From an optimization exercise on the open Yosys and OpenROAD flow, aimed at small area, a short achievable clock period and few clock cycles; shortcuts taken in it are not production practice.
Where RTL was checked, it was by simulation tests only, not by an equivalence proof against the original.
No activity file was given, so power comes from the tool's default toggle rates.

==> flow/design.v <==
`timescale 1ns/10ps
module pjv_madd (
    input  wire [15:0] a,
    input  wire [15:0] b,
    input  wire        cin,
    input  wire [15:0] m,
    output wire [15:0] y,
    output wire        w
);
    wire [16:0] s = {1'b0, a} + {1'b0, b} + {16'd0, cin};
    wire [17:0] t = {2'b00, a} + {2'b00, b} + {2'b11, ~m} + {17'd0, cin} + 18'd1;
    assign w = ~t[17];
    assign y = w ? t[15:0] : s[15:0];
endmodule
`timescale 1ns/10ps
module pjv_engine (
    input  wire        clk,
    input  wire        rst,
    input  wire        reg_we,
    input  wire [3:0]  reg_addr,
    input  wire [31:0] reg_wdata,
    output reg  [31:0] reg_rdata,
    input  wire        kbuf_wr,       
    output wire        busy,
    output wire        kmem_re,
    output wire [16:0] kmem_addr,
    input  wire [7:0]  kmem_rdata,
    output wire        dmem_re,
    output wire [11:0] dmem_raddr,
    input  wire [7:0]  dmem_rdata,
    output wire        dmem_we,
    output wire [11:0] dmem_waddr,
    output wire [7:0]  dmem_wdata
);
    localparam [3:0] R_CMD = 4'd0, R_STATUS = 4'd1, R_ERRCODE = 4'd2,
                     R_ERRSUB = 4'd3, R_ERREXP = 4'd4, R_ERRACT = 4'd5,
                     R_KBUF_LEN = 4'd6, R_DLEN = 4'd7, R_KLEN = 4'd8,
                     R_JFREQ = 4'd9, R_JLEN = 4'd10;
    localparam [3:0] SUB_HEADER = 4'd1, SUB_FINALIZER = 4'd2, SUB_LENGTH = 4'd3,
                     SUB_TRUNCATED = 4'd4, SUB_KEYLEN = 4'd5, SUB_NOKEY = 4'd6,
                     SUB_BADCMD = 4'd7, SUB_DLEN = 4'd8;
    reg st_idle;    
    reg st_kd;      
    reg st_jd;      
    reg st_ji;      
    reg st_js;      
    reg st_run;     
    reg        kvalid, ok;
    reg [3:0]  errsub;
    reg [31:0] erract, kbuf_len, dlen;
    reg [15:0] klen;
    reg [7:0]  jfreq;
    reg [23:0] jlen;
    reg [15:0] jdm;
    reg [3:0]  kc;          
    reg [5:0]  bc;          
    reg        qb;          
    reg        dir;         
    reg [8:0]  jint;        
    reg [15:0] pos;         
    reg [8:0]  cnt;         
    reg        jmp;         
    reg        pol;         
    reg [11:0] wi;          
    reg        wl;          
    reg [3:0]  pass;        
    reg        v1;          
    reg        sub1;        
    assign busy = ~st_idle;
    wire       err     = (errsub != 4'd0);
    wire [1:0] errcode = (errsub == SUB_BADCMD || errsub == SUB_DLEN) ? 2'd1 :
                         err ? 2'd2 : 2'd0;
    wire [16:0] klen8  = {1'b0, klen} + 17'd8;
    reg  [16:0] errexp;
    always @(*) begin
        case (errsub)
            SUB_TRUNCATED: errexp = 17'd8;
            SUB_HEADER:    errexp = 17'hFF;
            SUB_LENGTH:    errexp = klen8;
            SUB_KEYLEN:    errexp = 17'd4;
            SUB_DLEN:      errexp = 17'd4096;
            default:       errexp = 17'd0;
        endcase
    end
    always @(*) begin
        case (reg_addr)
            R_STATUS:   reg_rdata = {29'd0, err, ok, kvalid};
            R_ERRCODE:  reg_rdata = {30'd0, errcode};
            R_ERRSUB:   reg_rdata = {28'd0, errsub};
            R_ERREXP:   reg_rdata = {15'd0, errexp};
            R_ERRACT:   reg_rdata = erract;
            R_KBUF_LEN: reg_rdata = kbuf_len;
            R_DLEN:     reg_rdata = dlen;
            R_KLEN:     reg_rdata = kvalid ? {16'd0, klen} : 32'd0;
            R_JFREQ:    reg_rdata = kvalid ? {24'd0, jfreq} : 32'd0;
            R_JLEN:     reg_rdata = kvalid ? {8'd0, jlen} : 32'd0;
            default:    reg_rdata = 32'd0;
        endcase
    end
    wire        ph     = ~bc[0];
    wire        jd_odd = st_jd & ph;
    wire        jd_evn = st_jd & ~ph;
    wire [15:0] ma_a   = jd_odd ? jdm : pos;
    wire [15:0] ma_b   = ((jd_odd | (~st_jd & jmp)) ? jdm : 16'd0) |
                         (jd_evn ? pos : 16'd0);
    wire        ma_cin = ~st_jd | (ph ? qb : jlen[bc[5:1]]);
    wire [15:0] ma_y;
    wire        ma_w;
    pjv_madd u_madd (
        .a   (ma_a),
        .b   (ma_b),
        .cin (ma_cin),
        .m   (klen),
        .y   (ma_y),
        .w   (ma_w)
    );
    wire        ji_bit = dlen[4 + bc[3:0]];
    wire [9:0]  ji_t   = {1'b0, cnt[7:0], 1'b0} + (ji_bit ? {2'd0, jfreq} : 10'd0);
    wire [9:0]  ji_t1  = ji_t - 10'd255;
    wire [9:0]  ji_t2  = ji_t - 10'd510;
    wire [11:0] nm1    = dlen[11:0] - 12'd1;         
    wire [11:0] ri     = wl ? 12'd0 : wi + 12'd1;    
    wire        n1     = (nm1 == 12'd0);             
    wire        done   = wl && (pass == 4'd10);
    wire        issue  = st_run && !done && !(n1 && v1);
    wire [7:0]  kx = sub1 ? ~kmem_rdata : kmem_rdata;
    assign dmem_wdata = dmem_rdata + kx + {7'd0, sub1};
    assign dmem_we    = v1;
    assign dmem_waddr = wi;
    assign dmem_raddr = ri;
    assign dmem_re    = issue;
    wire        kd_lo   = st_kd && !kc[3] && (kc[2:0] != 3'd7);
    assign kmem_addr = kd_lo ? {14'd0, kc[2:0]} : ({1'b0, pos} + 17'd7);
    assign kmem_re   = issue | (st_kd && !kc[3]);
    wire [7:0]  kb = kmem_rdata;      
    task automatic finish(input [3:0] sub, input [31:0] act_v);
        begin
            ok      <= (sub == 4'd0);
            errsub  <= sub;
            erract  <= act_v;
            st_idle <= 1'b1;
            st_kd   <= 1'b0;
            st_jd   <= 1'b0;
            st_ji   <= 1'b0;
            st_js   <= 1'b0;
            st_run  <= 1'b0;
        end
    endtask
    always @(posedge clk) begin
        if (rst) begin
            st_idle  <= 1'b1;
            st_kd    <= 1'b0;
            st_jd    <= 1'b0;
            st_ji    <= 1'b0;
            st_js    <= 1'b0;
            st_run   <= 1'b0;
            kvalid   <= 1'b0;
            ok       <= 1'b0;
            errsub   <= 4'd0;
            erract   <= 32'd0;
            kbuf_len <= 32'd0;
            dlen     <= 32'd0;
            v1       <= 1'b0;
        end else begin
            v1 <= issue;
            if (st_idle) begin
                if (kbuf_wr)
                    kvalid <= 1'b0;
                if (reg_we) begin
                    case (reg_addr)
                        R_KBUF_LEN: begin
                            kbuf_len <= reg_wdata;
                            kvalid   <= 1'b0;
                        end
                        R_DLEN: dlen <= reg_wdata;
                        R_CMD: begin
                            if (reg_wdata == 32'd1) begin
                                kvalid <= 1'b0;
                                if (kbuf_len < 32'd8)
                                    finish(SUB_TRUNCATED, kbuf_len);
                                else begin
                                    kc      <= 4'd0;
                                    st_idle <= 1'b0;
                                    st_kd   <= 1'b1;
                                end
                            end else if (reg_wdata == 32'd2 || reg_wdata == 32'd3) begin
                                dir <= reg_wdata[0];
                                if (!kvalid)
                                    finish(SUB_NOKEY, 32'd0);
                                else if (dlen > 32'd4096)
                                    finish(SUB_DLEN, dlen);
                                else begin
                                    jint    <= 9'd0;
                                    cnt     <= 9'd0;
                                    bc      <= 6'd8;
                                    st_idle <= 1'b0;
                                    st_ji   <= 1'b1;
                                end
                            end else begin
                                finish(SUB_BADCMD, reg_wdata);
                            end
                        end
                        default: ;
                    endcase
                end
            end
            if (st_kd) begin
                kc <= kc + 4'd1;
                case (kc)
                    4'd1: if (kb != 8'hFF) finish(SUB_HEADER, {24'd0, kb});
                    4'd2: klen[15:8] <= kb;
                    4'd3: klen[7:0]  <= kb;
                    4'd4: begin
                        jfreq <= kb;
                        pos   <= klen;
                        if (kbuf_len != {15'd0, klen8})
                            finish(SUB_LENGTH, kbuf_len);
                        else if (klen < 16'd4)
                            finish(SUB_KEYLEN, {30'd0, kbuf_len[1:0]});   
                    end
                    4'd5: jlen[23:16] <= kb;
                    4'd6: jlen[15:8]  <= kb;
                    4'd7: jlen[7:0]   <= kb;
                    4'd8: begin
                        if (kb != 8'h00)
                            finish(SUB_FINALIZER, {24'd0, kb});
                        else begin
                            pos   <= 16'd0;
                            jdm   <= 16'd0;
                            bc    <= 6'd47;
                            st_kd <= 1'b0;
                            st_jd <= 1'b1;
                        end
                    end
                    default: ;
                endcase
            end
            if (st_jd) begin
                bc <= bc - 6'd1;
                if (!ph) begin
                    pos <= ma_y;
                    qb  <= ma_w;
                end else begin
                    jdm <= ma_y;
                    if (bc == 6'd0) begin
                        kvalid <= 1'b1;
                        finish(4'd0, 32'd0);
                    end
                end
            end
            if (st_ji) begin
                if (!ji_t2[9]) begin
                    jint <= {jint[7:0], 1'b0} + 9'd2;
                    cnt  <= {1'b0, ji_t2[7:0]};
                end else if (!ji_t1[9]) begin
                    jint <= {jint[7:0], 1'b1};
                    cnt  <= {1'b0, ji_t1[7:0]};
                end else begin
                    jint <= {jint[7:0], 1'b0};
                    cnt  <= {1'b0, ji_t[7:0]};
                end
                bc <= bc - 6'd1;
                if (bc[3:0] == 4'd0) begin
                    st_ji <= 1'b0;
                    st_js <= 1'b1;
                end
            end
            if (st_js) begin
                if (jint < 9'd2) begin
                    jint <= 9'd2;
                    cnt  <= 9'd2;
                end else begin
                    cnt  <= jint;
                end
                jmp  <= 1'b0;
                pos  <= 16'd0;
                pol  <= 1'b0;
                wi   <= nm1;
                wl   <= 1'b1;
                pass <= 4'd0;
                st_js <= 1'b0;
                if (dlen[12:0] == 13'd0)
                    finish(4'd0, 32'd0);
                else
                    st_run <= 1'b1;
            end
            if (issue) begin
                sub1 <= (dir != pol);
                wi   <= ri;
                wl   <= (ri == nm1);
                if (wl)
                    pass <= pass + 4'd1;
                pos  <= ma_y;
                if (jmp) begin
                    cnt <= jint;
                    pol <= ~pol;
                end else begin
                    cnt <= cnt - 9'd1;
                end
                jmp <= !jmp && (cnt == 9'd2);
            end
            if (st_run && done)
                finish(4'd0, 32'd0);
        end
    end
endmodule
Settings: LEC_CHECK=0, CAP_MARGIN=20, CORE_MARGIN=2, CORE_UTILIZATION=40, SETUP_SLACK_MARGIN=3.5, SLEW_MARGIN=20; clock period 8.0 ns.
run.sh (not shown) runs the stock make flow with config.mk's settings and CLKGATE_MAP_FILE= SYNTH_SCRIPT=/design/flow/synth_recipe.tcl, a recipe that flattens the netlist after the stock synthesis.
Rerun with:
--- a/flow/design.v
+++ b/flow/design.v
@@ -8,7 +8,10 @@
     output wire        w
 );
     wire [16:0] s = {1'b0, a} + {1'b0, b} + {16'd0, cin};
-    wire [17:0] t = {2'b00, a} + {2'b00, b} + {2'b11, ~m} + {17'd0, cin} + 18'd1;
+    wire [15:0] nm = ~m;
+    wire [15:0] cs_x = a ^ b ^ nm;
+    wire [15:0] cs_c = (a & b) | (a & nm) | (b & nm);
+    wire [17:0] t = {2'b11, cs_x} + {1'b0, cs_c, 1'b1} + {17'd0, cin};
     assign w = ~t[17];
     assign y = w ? t[15:0] : s[15:0];
 endmodule
@@ -100,27 +103,28 @@
     wire        ph     = ~bc[0];
     wire        jd_odd = st_jd & ph;
     wire        jd_evn = st_jd & ~ph;
+    wire        ji_evn = st_ji & ~ph;
+    wire        ji_odd = st_ji & ph;
+    wire        ji_bit = dlen[4 + bc[4:1]];
     wire [15:0] ma_a   = jd_odd ? jdm : pos;
-    wire [15:0] ma_b   = ((jd_odd | (~st_jd & jmp)) ? jdm : 16'd0) |
-                         (jd_evn ? pos : 16'd0);
-    wire        ma_cin = ~st_jd | (ph ? qb : jlen[bc[5:1]]);
+    wire [15:0] ma_b   = ((jd_odd | (st_run & jmp)) ? jdm : 16'd0) |
+                         ((jd_evn | ji_evn) ? pos : 16'd0) |
+                         ((ji_odd & ji_bit) ? {8'd0, jfreq} : 16'd0);
+    wire        ma_cin = st_run | (jd_evn & jlen[bc[5:1]]) | (jd_odd & qb);
+    wire [15:0] ma_m   = st_ji ? 16'd255 : klen;
     wire [15:0] ma_y;
     wire        ma_w;
     pjv_madd u_madd (
         .a   (ma_a),
         .b   (ma_b),
         .cin (ma_cin),
-        .m   (klen),
+        .m   (ma_m),
         .y   (ma_y),
         .w   (ma_w)
     );
-    wire        ji_bit = dlen[4 + bc[3:0]];
-    wire [9:0]  ji_t   = {1'b0, cnt[7:0], 1'b0} + (ji_bit ? {2'd0, jfreq} : 10'd0);
-    wire [9:0]  ji_t1  = ji_t - 10'd255;
-    wire [9:0]  ji_t2  = ji_t - 10'd510;
     wire [11:0] nm1    = dlen[11:0] - 12'd1;         
     wire [11:0] ri     = wl ? 12'd0 : wi + 12'd1;    
-    wire        n1     = (nm1 == 12'd0);             
+    reg         n1;                                  
     wire        done   = wl && (pass == 4'd10);
     wire        issue  = st_run && !done && !(n1 && v1);
     wire [7:0]  kx = sub1 ? ~kmem_rdata : kmem_rdata;
@@ -191,8 +195,8 @@
                                     finish(SUB_DLEN, dlen);
                                 else begin
                                     jint    <= 9'd0;
-                                    cnt     <= 9'd0;
-                                    bc      <= 6'd8;
+                                    pos     <= 16'd0;
+                                    bc      <= 6'd17;
                                     st_idle <= 1'b0;
                                     st_ji   <= 1'b1;
                                 end
@@ -249,18 +253,13 @@
                 end
             end
             if (st_ji) begin
-                if (!ji_t2[9]) begin
-                    jint <= {jint[7:0], 1'b0} + 9'd2;
-                    cnt  <= {1'b0, ji_t2[7:0]};
-                end else if (!ji_t1[9]) begin
-                    jint <= {jint[7:0], 1'b1};
-                    cnt  <= {1'b0, ji_t1[7:0]};
-                end else begin
-                    jint <= {jint[7:0], 1'b0};
-                    cnt  <= {1'b0, ji_t[7:0]};
-                end
+                pos <= ma_y;
+                if (!ph)
+                    qb <= ma_w;
+                else
+                    jint <= {jint[7:0], qb ^ ma_w} + {7'd0, qb & ma_w, 1'b0};
                 bc <= bc - 6'd1;
-                if (bc[3:0] == 4'd0) begin
+                if (bc[4:0] == 5'd0) begin
                     st_ji <= 1'b0;
                     st_js <= 1'b1;
                 end
@@ -276,6 +275,7 @@
                 pos  <= 16'd0;
                 pol  <= 1'b0;
                 wi   <= nm1;
+                n1   <= (nm1 == 12'd0);
                 wl   <= 1'b1;
                 pass <= 4'd0;
                 st_js <= 1'b0;
Effect: The changed run completed without violations. Combinational power falls by 24%. Count of clock-buffer cells in the layout falls by 3. Sequential power hardly moves. Cell area falls by 6.2%. Die area falls by 4.5%. Routed wire length falls by 3.4%. Total power falls by 5.3%. Flip-flop and latch count rises by 1. First-iteration DRC count falls by 16%. Sequential share of layout area rises by 1.8 points. Global-route usage rises by 0.95 points. Fmax rises by 4.8%.
No functional check of the RTL was part of any run of this note.

---

## job 8309
// pjv_engine: RTL as listed in full above, without the edits since
export LEC_CHECK = 0
export CAP_MARGIN = 20
export CORE_MARGIN = 2
export CORE_UTILIZATION = 40
export SETUP_SLACK_MARGIN = 4.0
export SLEW_MARGIN = 20
create_clock -name core_clock -period 8.0 [get_ports {clk}]
Input-level comparison between job 226 and job 8309:
-- flow/design.v --
<<< job 8309, line 9
);
    wire [16:0] s = {1'b0, a} + {1'b0, b} + {16'd0, cin};
    wire [17:0] t = {2'b00, a} + {2'b00, b} + {2'b11, ~m} + {17'd0, cin} + 18'd1;
    assign w = ~t[17];
    assign y = w ? t[15:0] : s[15:0];
>>> job 226, line 9
);
    wire [16:0] s = {1'b0, a} + {1'b0, b} + {16'd0, cin};
    wire [15:0] nm = ~m;
    wire [15:0] cs_x = a ^ b ^ nm;
    wire [15:0] cs_c = (a & b) | (a & nm) | (b & nm);
    wire [17:0] t = {2'b11, cs_x} + {1'b0, cs_c, 1'b1} + {17'd0, cin};
    assign w = ~t[17];
    assign y = w ? t[15:0] : s[15:0];
<<< job 8309, line 55
    reg [3:0]  kc;          
    reg [5:0]  bc;          
    reg        qb;          
    reg        dir;         
    reg [8:0]  jint;        
>>> job 226, line 58
    reg [3:0]  kc;          
    reg [5:0]  bc;          
    reg        cb;          
    reg        jb;          
    reg        dir;         
    reg [8:0]  jint;        
<<< job 8309, line 101
    wire        jd_odd = st_jd & ph;
    wire        jd_evn = st_jd & ~ph;
    wire [15:0] ma_a   = jd_odd ? jdm : pos;
    wire [15:0] ma_b   = ((jd_odd | (~st_jd & jmp)) ? jdm : 16'd0) |
                         (jd_evn ? pos : 16'd0);
    wire        ma_cin = ~st_jd | (ph ? qb : jlen[bc[5:1]]);
    wire [15:0] ma_y;
    wire        ma_w;
>>> job 226, line 105
    wire        jd_odd = st_jd & ph;
    wire        jd_evn = st_jd & ~ph;
    wire        ji_evn = st_ji & ~ph;
    wire        ji_odd = st_ji & ph;
    wire [15:0] ma_a   = jd_odd ? jdm : pos;
    wire [15:0] ma_b   = ((jd_odd | (st_run & jmp)) ? jdm : 16'd0) |
                         ((jd_evn | ji_evn) ? pos : 16'd0) |
                         ((ji_odd & jb) ? {8'd0, jfreq} : 16'd0);
    wire        ma_cin = st_run | (st_jd & cb);
    wire [15:0] ma_m   = st_ji ? 16'd255 : klen;
    wire [15:0] ma_y;
    wire        ma_w;
<<< job 8309, line 111
        .b   (ma_b),
        .cin (ma_cin),
        .m   (klen),
        .y   (ma_y),
        .w   (ma_w)
    );
    wire        ji_bit = dlen[4 + bc[3:0]];
    wire [9:0]  ji_t   = {1'b0, cnt[7:0], 1'b0} + (ji_bit ? {2'd0, jfreq} : 10'd0);
    wire [9:0]  ji_t1  = ji_t - 10'd255;
    wire [9:0]  ji_t2  = ji_t - 10'd510;
    wire [11:0] nm1    = dlen[11:0] - 12'd1;         
    wire [11:0] ri     = wl ? 12'd0 : wi + 12'd1;    
    wire        n1     = (nm1 == 12'd0);             
    wire        done   = wl && (pass == 4'd10);
    wire        issue  = st_run && !done && !(n1 && v1);
>>> job 226, line 119
        .b   (ma_b),
        .cin (ma_cin),
        .m   (ma_m),
        .y   (ma_y),
        .w   (ma_w)
    );
    wire [11:0] nm1    = dlen[11:0] - 12'd1;         
    wire [11:0] ri     = wl ? 12'd0 : wi + 12'd1;    
    reg         n1;                                  
    wire        done   = wl && (pass == 4'd10);
    wire        issue  = st_run && !done && !(n1 && v1);
<<< job 8309, line 192
                                else begin
                                    jint    <= 9'd0;
                                    cnt     <= 9'd0;
                                    bc      <= 6'd8;
                                    st_idle <= 1'b0;
                                    st_ji   <= 1'b1;
>>> job 226, line 196
                                else begin
                                    jint    <= 9'd0;
                                    pos     <= 16'd0;
                                    bc      <= 6'd17;
                                    st_idle <= 1'b0;
                                    st_ji   <= 1'b1;
<<< job 8309, line 228
                            pos   <= 16'd0;
                            jdm   <= 16'd0;
                            bc    <= 6'd47;
                            st_kd <= 1'b0;
>>> job 226, line 232
                            pos   <= 16'd0;
                            jdm   <= 16'd0;
                            cb    <= jlen[23];
                            bc    <= 6'd47;
                            st_kd <= 1'b0;
<<< job 8309, line 240
                if (!ph) begin
                    pos <= ma_y;
                    qb  <= ma_w;
                end else begin
                    jdm <= ma_y;
                    if (bc == 6'd0) begin
                        kvalid <= 1'b1;
>>> job 226, line 245
                if (!ph) begin
                    pos <= ma_y;
                    cb  <= ma_w;
                end else begin
                    jdm <= ma_y;
                    cb  <= (bc[5:1] == 5'd0) ? 1'b0 : jlen[bc[5:1] - 5'd1];
                    if (bc == 6'd0) begin
                        kvalid <= 1'b1;
<<< job 8309, line 250
            end
            if (st_ji) begin
                if (!ji_t2[9]) begin
                    jint <= {jint[7:0], 1'b0} + 9'd2;
                    cnt  <= {1'b0, ji_t2[7:0]};
                end else if (!ji_t1[9]) begin
                    jint <= {jint[7:0], 1'b1};
                    cnt  <= {1'b0, ji_t1[7:0]};
                end else begin
                    jint <= {jint[7:0], 1'b0};
                    cnt  <= {1'b0, ji_t[7:0]};
                end
                bc <= bc - 6'd1;
                if (bc[3:0] == 4'd0) begin
                    st_ji <= 1'b0;
                    st_js <= 1'b1;
>>> job 226, line 256
            end
            if (st_ji) begin
                pos <= ma_y;
                if (!ph)
                    cb <= ma_w;
                else
                    jint <= {jint[7:0], cb ^ ma_w} + {7'd0, cb & ma_w, 1'b0};
                jb <= dlen[4 + bc[4:1]];
                bc <= bc - 6'd1;
                if (bc[4:0] == 5'd0) begin
                    st_ji <= 1'b0;
                    st_js <= 1'b1;
<<< job 8309, line 277
                pol  <= 1'b0;
                wi   <= nm1;
                wl   <= 1'b1;
                pass <= 4'd0;
>>> job 226, line 279
                pol  <= 1'b0;
                wi   <= nm1;
                n1   <= (nm1 == 12'd0);
                wl   <= 1'b1;
                pass <= 4'd0;
Notes after the runs:
No stage failed in job 226, and the final checks on the layout all came back clean. Looking at job 226 and job 8309, the power in the clock group is a wash. Job 226 vs job 8309, met3 capacity usage during global routing went down by 2.3 points. Going from job 8309 to job 226, overall power of the completed layout shrinks by about 5.5%. Lower chip height was reported by job 226, not job 8309. Post-synthesis cell count down about 2.3% in job 226 wrt job 8309. For job 226, the cell type of the slowest stage on the worst timing path was sky130_fd_sc_hd__fa_2, unlike job 8309, where it was sky130_fd_sc_hd__edfxtp_1. Relative to job 8309, the total stage count of the critical path of job 226 is lower by 16. Delta (job 226 minus job 8309): maximum operating frequency now larger; setup slack now larger; routed wirelength normalized by instance count comparable; relative contribution of the clock network to total power now larger; share of the final layout cell area in sequential cells now larger.
Testbench counts of job 226, summed over its fixed seeds: cycles 301,670.
Function not checked in job 8309: the RTL went through the layout flow alone.

==> re-timing with driven ports <==
The results above use ideal ports. As a check the final layouts listed here were re-extracted and re-timed, cells and wires unchanged. Step 1: set_driving_cell puts a clkbuf_16 on clk and a buf_2 on each other input, an assumption about the parent block. Step 2 times the ports against the registers' clock, not the clock port: input delays grow and output delays shrink by t, the midpoint of the rising clock arrivals with the driver on. Three values: ideal, step 1, step 2; two values: the first two.
| run | shift t [ns] | setup WS [ns] | hold WS [ns] | latest minus earliest clock arrival (ns) |
|---|---|---|---|---|
| the first run of note 1 | 0.652 | 2.129 / 2.129 / 2.129 | 0.489 / 0.489 / 0.489 | 0.081 / 0.081 |
| the second run of note 1 | 0.631 | 2.399 / 2.399 / 2.399 | 0.488 / 0.488 / 0.488 | 0.018 / 0.018 |
| job 8309 | 0.645 | 2.226 / 2.226 / 2.226 | 0.487 / 0.487 / 0.487 | 0.031 / 0.032 |
| job 226 | 0.631 | 3.082 / 3.049 / 3.049 | 0.492 / 0.492 / 0.492 | 0.020 / 0.020 |
After both steps every run listed still meets setup and hold. The setup slack of job 226, which loses most, moves by -0.033 ns with the drivers and by -0.033 ns with both steps.
